From an optimization exercise on the open Yosys and OpenROAD flow, aimed at small area, a short achievable clock period and few clock cycles; shortcuts taken in it are not production practice.
At most, simulation tests tie the RTL to the original design; equivalence was not proved.
No activity file was given, so power comes from the tool's default toggle rates.

Design tpb_codec, start of the top module:
module tpb_codec (
    input  wire        clk,
    input  wire        rst,         
    input  wire        cmd_valid,
    output wire        cmd_ready,
    input  wire [31:0] cmd_word,
    input  wire [63:0] cmd_opd,
    input  wire [15:0] cmd_flen,
    input  wire        frm_valid,
    output wire        frm_ready,
    input  wire [7:0]  frm_data,
    output wire        rsp_valid,
    output wire [7:0]  rsp_status,
    output wire [63:0] rsp_res
);
    localparam [3:0] ST_OK          = 4'h0;
    localparam [3:0] ST_BAD_SYNC    = 4'h1;
    localparam [3:0] ST_BAD_SIZE    = 4'h2;
    localparam [3:0] ST_BAD_PID     = 4'h3;
    localparam [3:0] ST_BAD_ADAPT   = 4'h4;
    localparam [3:0] ST_UNKNOWN_PKT = 4'h5;
    localparam [3:0] ST_BAD_OFFSET  = 4'h6;
    localparam [3:0] ST_ILLEGAL     = 4'hD;
    localparam NR = 11;             
    localparam RL = 16;             
    localparam DIV_K   = 8;
    localparam DIV_PAD = 2;
    localparam DIV_CYC = 8;
    localparam XW      = DIV_PAD + 64;
    reg [7:0]  p [0:11];            
    reg [7:0]  ring [0:NR-1][0:RL-1];
    reg [3:0]  ph;                  
    reg [3:0]  dofs;                
    reg [6:0]  err;                 
    reg        rv_q;
    reg [3:0]  rs_q;
    reg [41:0] rr_q;
    reg        crdy_q;
    reg        frdy_q;
    reg        clr_q;
    reg [3:0]  ccnt;
    reg        in_load;
    reg [7:0]  tk;                  
    reg        fb_v;
    reg [7:0]  fb_d;
    reg        load_ok;
    reg        sp_pend;
    reg [2:0]  a_op;                
    reg [7:0]  a_idx;
    reg [7:0]  a_dat;
    reg        w_pend;
    reg [7:0]  w_idx;
    reg [7:0]  w_dat;
    reg           busy;
    reg           sysrst_q;         
    reg [2:0]     ecnt;
    reg [XW-1:0]  xq;
    reg [6:0]     rem;
    assign cmd_ready  = crdy_q;
    assign frm_ready  = frdy_q;
    assign rsp_valid  = rv_q;
    assign rsp_status = {4'd0, rs_q};
  ...
Size in the first run: roughly 5,100 cells after synthesis, ~0.053 mm2 of cells after synthesis.
==> flow/config.mk <==
export PLATFORM = sky130hd
export DESIGN_NAME = tpb_codec
export DESIGN_NICKNAME = tpb_codec
export VERILOG_FILES = /design/flow/design.v
export SDC_FILE = /design/flow/constraint.sdc
export NUM_CORES = 8
export LEC_CHECK = 0
export ABC_AREA = 1
export CAP_MARGIN = 20
export CORE_MARGIN = 2
export CORE_UTILIZATION = 40
export CTS_BUF_LIST = sky130_fd_sc_hd__clkbuf_16
export CTS_CLUSTER_DIAMETER = 75
export CTS_CLUSTER_SIZE = 30
export SLEW_MARGIN = 20
export SYNTH_HIERARCHICAL = 1
==> flow/constraint.sdc <==
create_clock -name core_clock -period 70.0 [get_ports {clk}]
set_input_delay 14.0000 -clock core_clock [delete_from_list [all_inputs] [get_ports {clk}]]
set_output_delay 14.0000 -clock core_clock [all_outputs]
set_load 0.01 [all_outputs]
standard.sh (not shown) runs the stock make flow with config.mk's settings and CLKGATE_MAP_FILE= SYNTH_SCRIPT=/design/flow/synth_recipe.tcl, a recipe that flattens the netlist after the stock synthesis.
==> flow/flow/run.sh <==
#!/bin/bash
# Layout flow: the standard flow (standard.sh, ORFS) with two settings
# that ORFS reads from the environment:
#  - BUFFER_PORTS_ARGS: the port buffers are sky130_fd_sc_hd__buf_2 cells
#    (every input and output port still gets its own buffer);
#  - CTS_ARGS: the clock tree is built as the standard flow builds it, but
#    without dummy load cells.
# The clock period, the SDC and every other step are the standard flow's.
set -euo pipefail
export BUFFER_PORTS_ARGS="-buffer_cell sky130_fd_sc_hd__buf_2"
export CTS_ARGS="-sink_clustering_enable -repair_clock_nets -dont_use_dummy_load -sink_clustering_size 30 -sink_clustering_max_diameter 75 -buf_list sky130_fd_sc_hd__clkbuf_16"
bash standard.sh > standard.log 2>&1
Testbench counts at the start, summed over its fixed seeds: cycles 41,912.
Then changed:
--- a/flow/design.v
+++ b/flow/design.v
@@ -175,17 +175,15 @@
     wire [41:0] o_rr_d;
     wire        L_load, L_slow, L_pcr, L_sysrst;
     wire [9:0]  fm;
     wire [34:0] o;
     wire [37:0] dl;
     tpb_fmt u_fmt (.cmd_word(cmd_word), .cmd_flen(cmd_flen), .fm(fm));
     tpb_opd u_opd (.op(cmd_word[7:0]), .o(o));
-    wire        ill;
-    tpb_legal u_legal (.cmd_word(cmd_word), .ill(ill));
-    tpb_dec u_dec (.o(o), .fm(fm), .ill(ill), .dl(dl));
+    tpb_dec u_dec (.o(o), .fm(fm), .dl(dl));
     assign L_load   = dl[1];
     assign L_slow   = dl[4];
     assign L_pcr    = dl[12];
     assign L_sysrst = dl[15];
     wire [41:0] res_m;
     tpb_resmux u_res (
         .o           (o),
@@ -253,15 +251,14 @@
         sp_pend <= sp_pend_d;
         if (!sp_pend) begin
             a_idx <= cmd_word[15:8];
             a_dat <= cmd_word[23:16];
             a_op  <= {cmd_word[5], cmd_word[4], cmd_word[2]};
         end
         w_pend <= w_pend_d;
-        if (fb_v && fidx == 8'd0 && fb_d == 8'h47) w_pend <= 1'b0;
         if (!w_pend) begin
             w_idx <= cmd_word[15:8];
             w_dat <= cmd_word[23:16];
         end
         fb_d <= frm_data;
         fb_v <= take & in_load;
         if (take & in_load) tk <= tk1;
@@ -405,54 +402,26 @@
     assign o[29] = (op == 8'h35);
     assign o[30] = (op == 8'h36);
     assign o[31] = (op == 8'h37);
     assign o[32] = (op == 8'hF0);
     assign o[33] = (op == 8'hF1);
     assign o[34] = (op == 8'hF2);
 endmodule
-module tpb_legal (
-    input  wire [31:0] cmd_word,
-    output wire        ill
-);
-    wire [7:0]  op  = cmd_word[7:0];
-    wire [7:0]  idx = cmd_word[15:8];
-    wire [15:0] imm = cmd_word[31:16];
-    reg valid, n_idx, n_hi8, n_m4, n_2, n_lo2;
-    always @* begin
-        valid = 1'b1; n_idx = 1'b1; n_hi8 = 1'b1; n_m4 = 1'b1; n_2 = 1'b1; n_lo2 = 1'b1;
-        case (op)
-            8'h00, 8'h01, 8'h02, 8'h05, 8'h10, 8'h11, 8'h12, 8'h13, 8'h14, 8'h15,
-            8'h16, 8'h17, 8'h18, 8'h20, 8'h22, 8'h24, 8'h26, 8'h28, 8'h30, 8'h31,
-            8'h32, 8'h33, 8'h34, 8'h35, 8'h36, 8'h37, 8'hF0, 8'hF1, 8'hF2: ;    
-            8'h03: n_idx = 1'b0;                                               
-            8'h04: begin n_idx = 1'b0; n_m4 = 1'b0; n_2 = 1'b0; n_lo2 = 1'b0; end   
-            8'h21: begin n_hi8 = 1'b0; n_m4 = 1'b0; n_2 = 1'b0; n_lo2 = 1'b0; end   
-            8'h27: begin n_2 = 1'b0; n_lo2 = 1'b0; end                         
-            8'h23, 8'h25: n_lo2 = 1'b0;                                        
-            default: valid = 1'b0;
-        endcase
-    end
-    wire z_idx = (idx == 8'd0);
-    wire z_hi8 = (imm[15:8] == 8'd0);
-    wire z_m4  = (imm[7:4] == 4'd0);
-    wire z_2   = (imm[3:2] == 2'd0);
-    wire z_lo2 = (imm[1:0] == 2'd0);
-    assign ill = ~(valid & (z_idx | ~n_idx) & (z_hi8 | ~n_hi8) & (z_m4 | ~n_m4) &
-                   (z_2 | ~n_2) & (z_lo2 | ~n_lo2));
-endmodule
 module tpb_dec (
     input  wire [34:0] o,
     input  wire [9:0]  fm,
-    input  wire        ill,
     output wire [37:0] dl
 );
     wire idx_z = fm[0], f0_ok = fm[1], fx_ok = fm[2], fx8_ok = fm[3];
     wire fm4_ok = fm[4], fm2_ok = fm[5], idx_ok = fm[6], idx_ring = fm[7];
     wire pid_ok = fm[8], flen_ok = fm[9];
-    assign dl[0]  = ill;
+    wire of0 = o[0] | o[1] | o[2] | o[5] | o[6] | o[7] | o[8] | o[9] | o[10] | o[11] | o[12] | o[13] | o[14] | o[15] | o[17] | o[19] | o[21] | o[23] | o[24] | o[25] | o[26] | o[27] | o[28] | o[29] | o[30] | o[31] | o[32] | o[33] | o[34];
+    wire legal = (of0 & f0_ok) | (o[3] & fx_ok) | (o[4] & fx8_ok) | (o[16] & idx_z) |
+                 (o[22] & fm4_ok) | ((o[18] | o[20]) & fm2_ok);
+    assign dl[0]  = ~legal;
     assign dl[1]  = o[1] & f0_ok & flen_ok;                  
     assign dl[2]  = o[1] & f0_ok & ~flen_ok;                 
     assign dl[3]  = o[2] & f0_ok;                            
     assign dl[4]  = ((((o[3] & fx_ok) | (o[4] & fx8_ok)) & idx_ok) |
                      ((o[18] | o[20]) & fm2_ok) | ((o[31] | o[33]) & f0_ok));
     assign dl[5]  = ((o[3] & fx_ok) | (o[4] & fx8_ok)) & ~idx_ok;   
     assign dl[6]  = o[5] & f0_ok;                            
=>
- register-to-register slack is better by 0.26 ns
- wire length went up slightly
- cell area stays flat
- worst setup slack is worse by 0.20 ns
- critical path depth went up by 14
- via count went down slightly
- synthesized cell count went down by a few percent
- first-iteration DRC count went down by a few percent
- final cell count went down slightly
- synthesized area is about the same
- clock-buffer cell count went up by 3
- global-route usage went up by 0.31 points
The RTL of the second run of this note was laid out without a check of its function.

---

Another version of the RTL of tpb_codec (not shown whole).
Size in the first run: roughly 5200 cells after synthesis, ~1700 flip-flops, about 0.053 mm^2 of cells after synthesis.
Settings: LEC_CHECK=0, ABC_AREA=1, CAP_MARGIN=20, CORE_MARGIN=2, CORE_UTILIZATION=40, CTS_BUF_LIST=sky130_fd_sc_hd__clkbuf_16, CTS_CLUSTER_DIAMETER=75, CTS_CLUSTER_SIZE=30, SLEW_MARGIN=20, SYNTH_HIERARCHICAL=1; clock period 70.0 ns.
Scripts as last shown in full above: flow/flow/run.sh
Then changed:
--- a/flow/design.v
+++ b/flow/design.v
@@ -134,25 +134,26 @@
     );
     wire [XW-1:0] xq_next  = {xq[XW-DIV_K-1:0], st_q};
     wire          div_last = busy & (ecnt == DIV_CYC - 1);
     wire [32:0]   base_wr  = xq_next[32:0];
     wire [8:0]    ext_wr   = {st_r, xq_next[XW-1:XW-2]};
     wire clr_first = clr_q & (ccnt == 4'd0);
-    wire clr_pcr   = sp_go & sp_clrpcr & p[3][5];
-    wire [7:0] s_val = (clr_first | clr_pcr) ? 8'd0 : sbus;
     reg [7:0] pn [0:11];
     integer bi;
     always @* begin
         for (bi = 0; bi < 12; bi = bi + 1) begin
             pn[bi] = p[bi];
-            if (clr_first || (s_we && saddr[3:0] == bi) || (clr_pcr && bi >= 6))
-                pn[bi] = s_val;
+            if (s_we && saddr[3:0] == bi) pn[bi] = sbus;
         end
         if (sp_go && sp_tsc) pn[3][7:6] = a_dat[1:0];
         if (sp_go && sp_afc) pn[3][5:4] = a_dat[1:0];
-        if (clr_pcr) pn[5][4] = 1'b0;
+        if (sp_go && sp_clrpcr && p[3][5]) begin
+            pn[5][4] = 1'b0;
+            pn[6] = 8'd0; pn[7] = 8'd0; pn[8] = 8'd0;
+            pn[9] = 8'd0; pn[10] = 8'd0; pn[11] = 8'd0;
+        end
         if (busy && ecnt == 3'd0) begin
             if (!p[3][5]) pn[3][5:4] = 2'b11;
             if (p[4] < 8'd7) pn[4] = 8'd7;
             pn[5][4] = 1'b1;
         end
         if (div_last) begin
@@ -160,12 +161,14 @@
             pn[7]  = base_wr[24:17];
             pn[8]  = base_wr[16:9];
             pn[9]  = base_wr[8:1];
             pn[10] = {base_wr[0], 6'b111111, ext_wr[8]};
             pn[11] = ext_wr[7:0];
         end
+        if (clr_first)
+            for (bi = 0; bi < 12; bi = bi + 1) pn[bi] = 8'd0;
     end
     wire [95:0] p_cur  = {p[11], p[10], p[9], p[8], p[7], p[6], p[5], p[4], p[3], p[2], p[1], p[0]};
     wire [95:0] p_slow = {pn[11], pn[10], pn[9], pn[8], pn[7], pn[6], pn[5], pn[4], pn[3], pn[2], pn[1], pn[0]};
     wire [95:0] p_d;
     wire        o_rv_d;
     wire [3:0]  o_rs_d;
Result: Total power drops by a few percent. Wire length is about the same. Setup slack gets better by 0.11 ns. Count of clock-buffer cells in the layout fell by 3. Core utilization stays flat.
Function was not checked in any run of this note: the RTL went through the layout flow alone.

## re-timing with driven ports
The results above use ideal ports. As a check the final layouts listed here were re-extracted and re-timed, cells and wires unchanged.
Step 1 assumes that a clkbuf_16 drives the clock port and a buf_2 every other input.
Step 2, shift: input delay + t, output delay - t, t = (earliest + latest rising clock arrival at the registers) / 2. This alone moves slack from input paths to output paths.
a / b / c = no drivers / after step 1 / after step 2; a / b = the first two.
run	shift t [ns]	setup WS [ns]	worst setup path after step 2	cell pins on the clock port's net
the first run of note 1	0.726	54.528 / 54.457 / 53.940	input to register	1
the second run of note 1	0.737	54.325 / 54.374 / 53.637	input to register	1
the first run of note 2	0.725	54.468 / 54.395 / 54.160	input to register	1
the second run of note 2	0.732	54.583 / 54.511 / 54.080	input to register	1
After both steps every run listed still meets setup and hold. The setup slack of the second run of note 1, which loses most, moves by +0.049 ns with the drivers and by -0.688 ns with both steps.
